What follows belongs to an exercise in optimizing a design on an open flow for small area; a production flow would make more cautious choices. The RTL was checked by simulation tests, not by an equivalence proof against the original design. Power is estimated from default activity; no workload was simulated.

==> module gpu_htiming, before the edit <==
module gpu_htiming (
    input  wire       clk,
    input  wire       rst,
    output wire       sync_n,
    output wire       drawing,
    output wire       overflow,
    output wire       act,           
    output reg  [9:0] coord
);
    reg [7:0] hb;
    assign act = (hb == 8'd88) & (coord <= 10'd800);
    wire bp    = ~hb[7] & ~(hb[6] & (hb[5] | (hb[4] & hb[3])));    
    wire c_end = (coord == 10'd800);
    assign overflow = (hb == 8'd255);
    assign drawing  = (hb == 8'd87) | (act & ~c_end);
    assign sync_n   = ~hb[7];
    always @(posedge clk) begin
        if (rst) begin
            hb    <= 8'd128;
            coord <= 10'd0;
        end else begin
            if (!act)
                hb <= hb + 8'd1;
            if (hb == 8'd86)
                coord <= 10'd0;
            else if (act | bp)
                coord <= coord + 10'd1;
        end
    end
endmodule
==> module gpu_vtiming, before the edit <==
module gpu_vtiming (
    input  wire       clk,
    input  wire       rst,
    input  wire       en,
    output wire       sync_n,
    output wire       drawing,
    output wire       overflow,
    output reg  [9:0] coord
);
    reg [4:0] vb;
    wire sync  = vb[4] & vb[3] & vb[2];
    assign drawing = (vb == 5'd27) & (coord != 10'd600);
    assign sync_n   = ~sync;
    assign overflow = en & (vb == 5'd31);
    always @(posedge clk) begin
        if (rst) begin
            vb      <= 5'd28;
            coord   <= 10'd0;
        end else if (en) begin
            if (!drawing)
                vb <= (vb == 5'd31) ? 5'd4 : vb + 5'd1;
            if (vb == 5'd26)
                coord <= 10'd0;
            else if (drawing | (vb < 5'd26))
                coord <= coord + 10'd1;
        end
    end
endmodule
Settings: LEC_CHECK=0, ABC_AREA=1, CAP_MARGIN=0, CORE_MARGIN=2, CORE_UTILIZATION=60, PLACE_DENSITY=0.75, SLEW_MARGIN=0; clock period 10.0 ns.
standard.sh (not shown) runs the stock make flow with config.mk's settings and CLKGATE_MAP_FILE= SYNTH_SCRIPT=/design/flow/synth_recipe.tcl, a recipe that flattens the netlist after the stock synthesis.
==> flow/flow/run.sh <==
#!/bin/bash
# The standard layout (standard.sh) with these changes, each tool's output in its own log:
#  - synthesis maps the logic with the area-oriented ABC script in flow/abc_area.script,
#  - without ORFS's hard adder cells (ADDER_MAP_FILE empty), so ABC optimises adders too;
#    registers are mapped exactly as in the standard synthesis,
#  - the port buffers are the smallest buffer, sky130_fd_sc_hd__buf_1,
#  - timing-driven global placement does not keep its trial repairs (GPL_KEEP_OVERFLOW 0);
#    the resizer step after placement still repairs every slew and capacitance violation,
#  - clock tree synthesis uses clkbuf_8, clusters up to 20 sinks within 60 um and adds no
#    dummy loads.
set -u
rm -rf myscripts
cp -r "$FLOW_HOME/scripts" myscripts
cp flow/abc_area.script myscripts/abc_area.script
export BUFFER_PORTS_ARGS="-buffer_cell sky130_fd_sc_hd__buf_1"
export GPL_KEEP_OVERFLOW=0
export CTS_ARGS="-sink_clustering_enable -repair_clock_nets -sink_clustering_size 20 -sink_clustering_max_diameter 60 -buf_list sky130_fd_sc_hd__clkbuf_8 -dont_use_dummy_load"
bash standard.sh SCRIPTS_DIR="$PWD/myscripts" ADDER_MAP_FILE= finish > standard.log 2>&1
==> flow/flow/abc_area.script <==
strash
&get -n
&deepsyn -T 60
&put
dch -f
amap
topo
Then changed:
--- a/flow/design.v
+++ b/flow/design.v
@@ -4,11 +4,10 @@
     output wire       sync_n,
     output wire       drawing,
     output wire       overflow,
-    output wire       act,           
+    output reg        act,           
     output reg  [9:0] coord
 );
     reg [7:0] hb;
-    assign act = (hb == 8'd88) & (coord <= 10'd800);
     wire bp    = ~hb[7] & ~(hb[6] & (hb[5] | (hb[4] & hb[3])));    
     wire c_end = (coord == 10'd800);
     assign overflow = (hb == 8'd255);
@@ -17,10 +16,15 @@
     always @(posedge clk) begin
         if (rst) begin
             hb    <= 8'd128;
+            act   <= 1'b0;
             coord <= 10'd0;
         end else begin
-            if (!act)
+            if (!act) begin
                 hb <= hb + 8'd1;
+                if (hb == 8'd87) act <= 1'b1;
+            end else if (c_end) begin
+                act <= 1'b0;
+            end
             if (hb == 8'd86)
                 coord <= 10'd0;
             else if (act | bp)
@@ -33,22 +37,27 @@
     input  wire       rst,
     input  wire       en,
     output wire       sync_n,
-    output wire       drawing,
+    output reg        drawing,
     output wire       overflow,
     output reg  [9:0] coord
 );
     reg [4:0] vb;
     wire sync  = vb[4] & vb[3] & vb[2];
-    assign drawing = (vb == 5'd27) & (coord != 10'd600);
+    wire c_end = (coord == 10'd599);
     assign sync_n   = ~sync;
     assign overflow = en & (vb == 5'd31);
     always @(posedge clk) begin
         if (rst) begin
             vb      <= 5'd28;
+            drawing <= 1'b0;
             coord   <= 10'd0;
         end else if (en) begin
-            if (!drawing)
+            if (!drawing) begin
                 vb <= (vb == 5'd31) ? 5'd4 : vb + 5'd1;
+                if (vb == 5'd26) drawing <= 1'b1;
+            end else if (c_end) begin
+                drawing <= 1'b0;
+            end
             if (vb == 5'd26)
                 coord <= 10'd0;
             else if (drawing | (vb < 5'd26))
First-iteration DRC count came out lower by 6.0%; setup slack degrades by 0.26 ns; worst hold slack degrades by 0.046 ns; wire length came out higher by 0.95%; clock-buffer cell count is unchanged; final area came out higher by 0.84%; sequential share of layout area is about the same; synthesized area barely changes; die area is about the same; global-route usage came out higher by 0.13 points; via count came out higher by 0.84%; clock power came out higher by 6.0%; total power came out higher by 7.5%; register-to-register slack degrades by 0.34 ns.

* * *

Another version of the RTL of gpu_core (not shown whole).
For scale: ~1200 cells after synthesis, about 240 flip-flops, ~180 I/O pins, about 11000 sq um of cells after synthesis.
==> module gpu_rasterizer, before the edit <==
module gpu_rasterizer (
    input  wire        clk,
    input  wire        rst,
    input  wire        start,
    input  wire [31:0] seg,
    output wire        write,
    output reg  [7:0]  x,
    output reg  [7:0]  y,
    output reg         done
);
    localparam [1:0] S_WAIT = 2'd0, S_UPDATE = 2'd1, S_UPDATE_NEXT = 2'd2, S_DRAW = 2'd3;
    reg [1:0] state;
    reg [7:0] emaj;                 
    reg       xmaj;                 
    reg [7:0] mx, my;
    reg       sx, sy;
    reg [9:0] err;
    wire draw = (state == S_DRAW);
    assign write = draw;
    wire [8:0] tx = {1'b0, seg[15:8]} + {1'b0, ~x};      
    wire [8:0] ty = {1'b0, seg[7:0]}  + {1'b0, ~y};
    wire [10:0] e2  = {err, 1'b0};
    wire [10:0] c1s = e2 + {3'b000, my} + {10'd0, ~sy};
    wire [10:0] c2s = {3'b000, mx} + ~e2 + {9'd0, ~sx, sx};
    wire c1 = ~c1s[10];             
    wire c2 = ~c2s[10];             
    wire finish = ((xmaj ? x : y) == emaj);
    wire t1 = ~draw | c1;
    wire t2 = ~draw | c2;
    wire [9:0] opa = draw ? err : 10'd0;
    wire [9:0] opb = t1 ? {2'b11, ~my} : 10'd0;
    wire [9:0] opc = t2 ? {2'b00, mx} : 10'd0;
    wire [9:0] err_n = opa + opb + opc + {9'd0, t1 & sy} + {9'd0, t2 & ~sx};
    always @(posedge clk) begin
        if (rst) begin
            state <= S_WAIT;
            done  <= 1'b0;
        end else begin
            done <= draw & finish;
            case (state)
                S_WAIT:        if (start) state <= S_UPDATE;
                S_UPDATE:      state <= S_UPDATE_NEXT;
                S_UPDATE_NEXT: state <= S_DRAW;
                default:       if (finish) state <= S_WAIT;
            endcase
        end
    end
    always @(posedge clk) begin
        case (state)
            S_WAIT: begin
                x <= seg[31:24];
                y <= seg[23:16];
            end
            S_UPDATE: begin
                mx <= tx[8] ? tx[7:0] : ~tx[7:0];
                my <= ty[8] ? ty[7:0] : ~ty[7:0];
                sx <= ~tx[8];
                sy <= ~ty[8];
            end
            S_UPDATE_NEXT: begin
                xmaj <= ~err_n[9];
                emaj <= err_n[9] ? seg[7:0] : seg[15:8];
            end
            default: ;
        endcase
        if (state == S_UPDATE_NEXT || (draw && !finish))
            err <= err_n;
        if (draw && !finish && c1)
            x <= x + {{7{sx}}, 1'b1};
        if (draw && !finish && c2)
            y <= y + {{7{sy}}, 1'b1};
    end
endmodule
clock: 10.0 ns
lec_check: 0
abc_area: 1
cap_margin: 20
core_margin: 2
core_utilization: 70
cts_cluster_diameter: 100
cts_cluster_size: 25
place_density: 0.85
slew_margin: 20
==> flow/flow/run.sh <==
#!/bin/bash
# The standard layout (standard.sh) with three changes, each tool's output in its own log:
#  - synthesis maps the logic with the area-oriented ABC script in flow/abc_area.script,
#  - without ORFS's hard adder cells (ADDER_MAP_FILE empty), so ABC optimises adders too;
#    registers are mapped exactly as in the standard synthesis,
#  - the port buffers are the smallest buffer, sky130_fd_sc_hd__buf_1.
set -u
rm -rf myscripts
cp -r "$FLOW_HOME/scripts" myscripts
cp flow/abc_area.script myscripts/abc_area.script
export BUFFER_PORTS_ARGS="-buffer_cell sky130_fd_sc_hd__buf_1"
bash standard.sh SCRIPTS_DIR="$PWD/myscripts" ADDER_MAP_FILE= finish > standard.log 2>&1
Scripts as last shown in full above: flow/flow/abc_area.script
The baseline ran to the end with no violations.
Edit:
--- a/flow/design.v
+++ b/flow/design.v
@@ -77,21 +77,22 @@
 );
     localparam [1:0] S_WAIT = 2'd0, S_UPDATE = 2'd1, S_UPDATE_NEXT = 2'd2, S_DRAW = 2'd3;
     reg [1:0] state;
-    reg [7:0] emaj;                 
-    reg       xmaj;                 
+    reg [7:0] ex, ey;
     reg [7:0] mx, my;
     reg       sx, sy;
     reg [9:0] err;
     wire draw = (state == S_DRAW);
     assign write = draw;
-    wire [8:0] tx = {1'b0, seg[15:8]} + {1'b0, ~x};      
-    wire [8:0] ty = {1'b0, seg[7:0]}  + {1'b0, ~y};
+    wire [8:0] tx = {1'b0, ex} + {1'b0, ~x};      
+    wire [8:0] ty = {1'b0, ey} + {1'b0, ~y};
     wire [10:0] e2  = {err, 1'b0};
     wire [10:0] c1s = e2 + {3'b000, my} + {10'd0, ~sy};
     wire [10:0] c2s = {3'b000, mx} + ~e2 + {9'd0, ~sx, sx};
     wire c1 = ~c1s[10];             
     wire c2 = ~c2s[10];             
-    wire finish = ((xmaj ? x : y) == emaj);
+    wire xe = (x == ex);
+    wire ye = (y == ey);
+    wire finish = xe & ye;      
     wire t1 = ~draw | c1;
     wire t2 = ~draw | c2;
     wire [9:0] opa = draw ? err : 10'd0;
@@ -115,8 +116,10 @@
     always @(posedge clk) begin
         case (state)
             S_WAIT: begin
-                x <= seg[31:24];
-                y <= seg[23:16];
+                x  <= seg[31:24];
+                y  <= seg[23:16];
+                ex <= seg[15:8];
+                ey <= seg[7:0];
             end
             S_UPDATE: begin
                 mx <= tx[8] ? tx[7:0] : ~tx[7:0];
@@ -124,10 +127,6 @@
                 sx <= ~tx[8];
                 sy <= ~ty[8];
             end
-            S_UPDATE_NEXT: begin
-                xmaj <= ~err_n[9];
-                emaj <= err_n[9] ? seg[7:0] : seg[15:8];
-            end
             default: ;
         endcase
         if (state == S_UPDATE_NEXT || (draw && !finish))
Effect: The new run produced a clean layout. Sequential power rises by about 4%. Worst setup slack gets worse by 340 ps. Critical path depth falls by 2. Core utilization rises by 0.14 points. Sequential share of layout area rises by 1.2 points. Routed wire length falls by 5.4%. Count of clock-buffer cells in the layout rises by 2. Global-route usage falls by 1.6 points. First-iteration DRC count falls by 13%. Clock skew falls by 9.9 ps. Maximum frequency falls by 4.8%. Total power rises by 2.3%. Die area rises by 0.85%. Combinational power falls by 11%.

-- afterwards: timing with drivers on the ports --
The results above use ideal ports. As a check the final layouts listed here were re-extracted and re-timed, cells and wires unchanged.
Step 1 sets driving cells, clkbuf_16 on the clock port and buf_2 on the other inputs (assumed; they add their load-dependent delay and slew).
Step 2, shift: input delay + t, output delay - t, t = (earliest + latest rising clock arrival at the registers) / 2. This alone moves slack from input paths to output paths.
Slacks: no drivers / after step 1 / after step 2; pairs: no drivers / after step 1.
run | t (ns) | setup WS [ns] | worst slew at a driven data input, ns | cell pins on the clock port's net
the first run of note 1 | 0.477 | 1.443 / 1.457 / 0.980 | 0.04 | 1
the second run of note 1 | 0.489 | 1.183 / 1.171 / 0.682 | 0.05 | 1
the first run of note 2 | 0.514 | 3.204 / 3.163 / 3.388 | 0.08 | 1
the second run of note 2 | 0.522 | 2.864 / 2.818 / 3.340 | 0.09 | 1
After both steps every run listed still meets setup and hold. For the second run of note 1, which loses most, drivers alone change the setup slack by -0.012 ns; drivers and shift together by -0.501 ns.
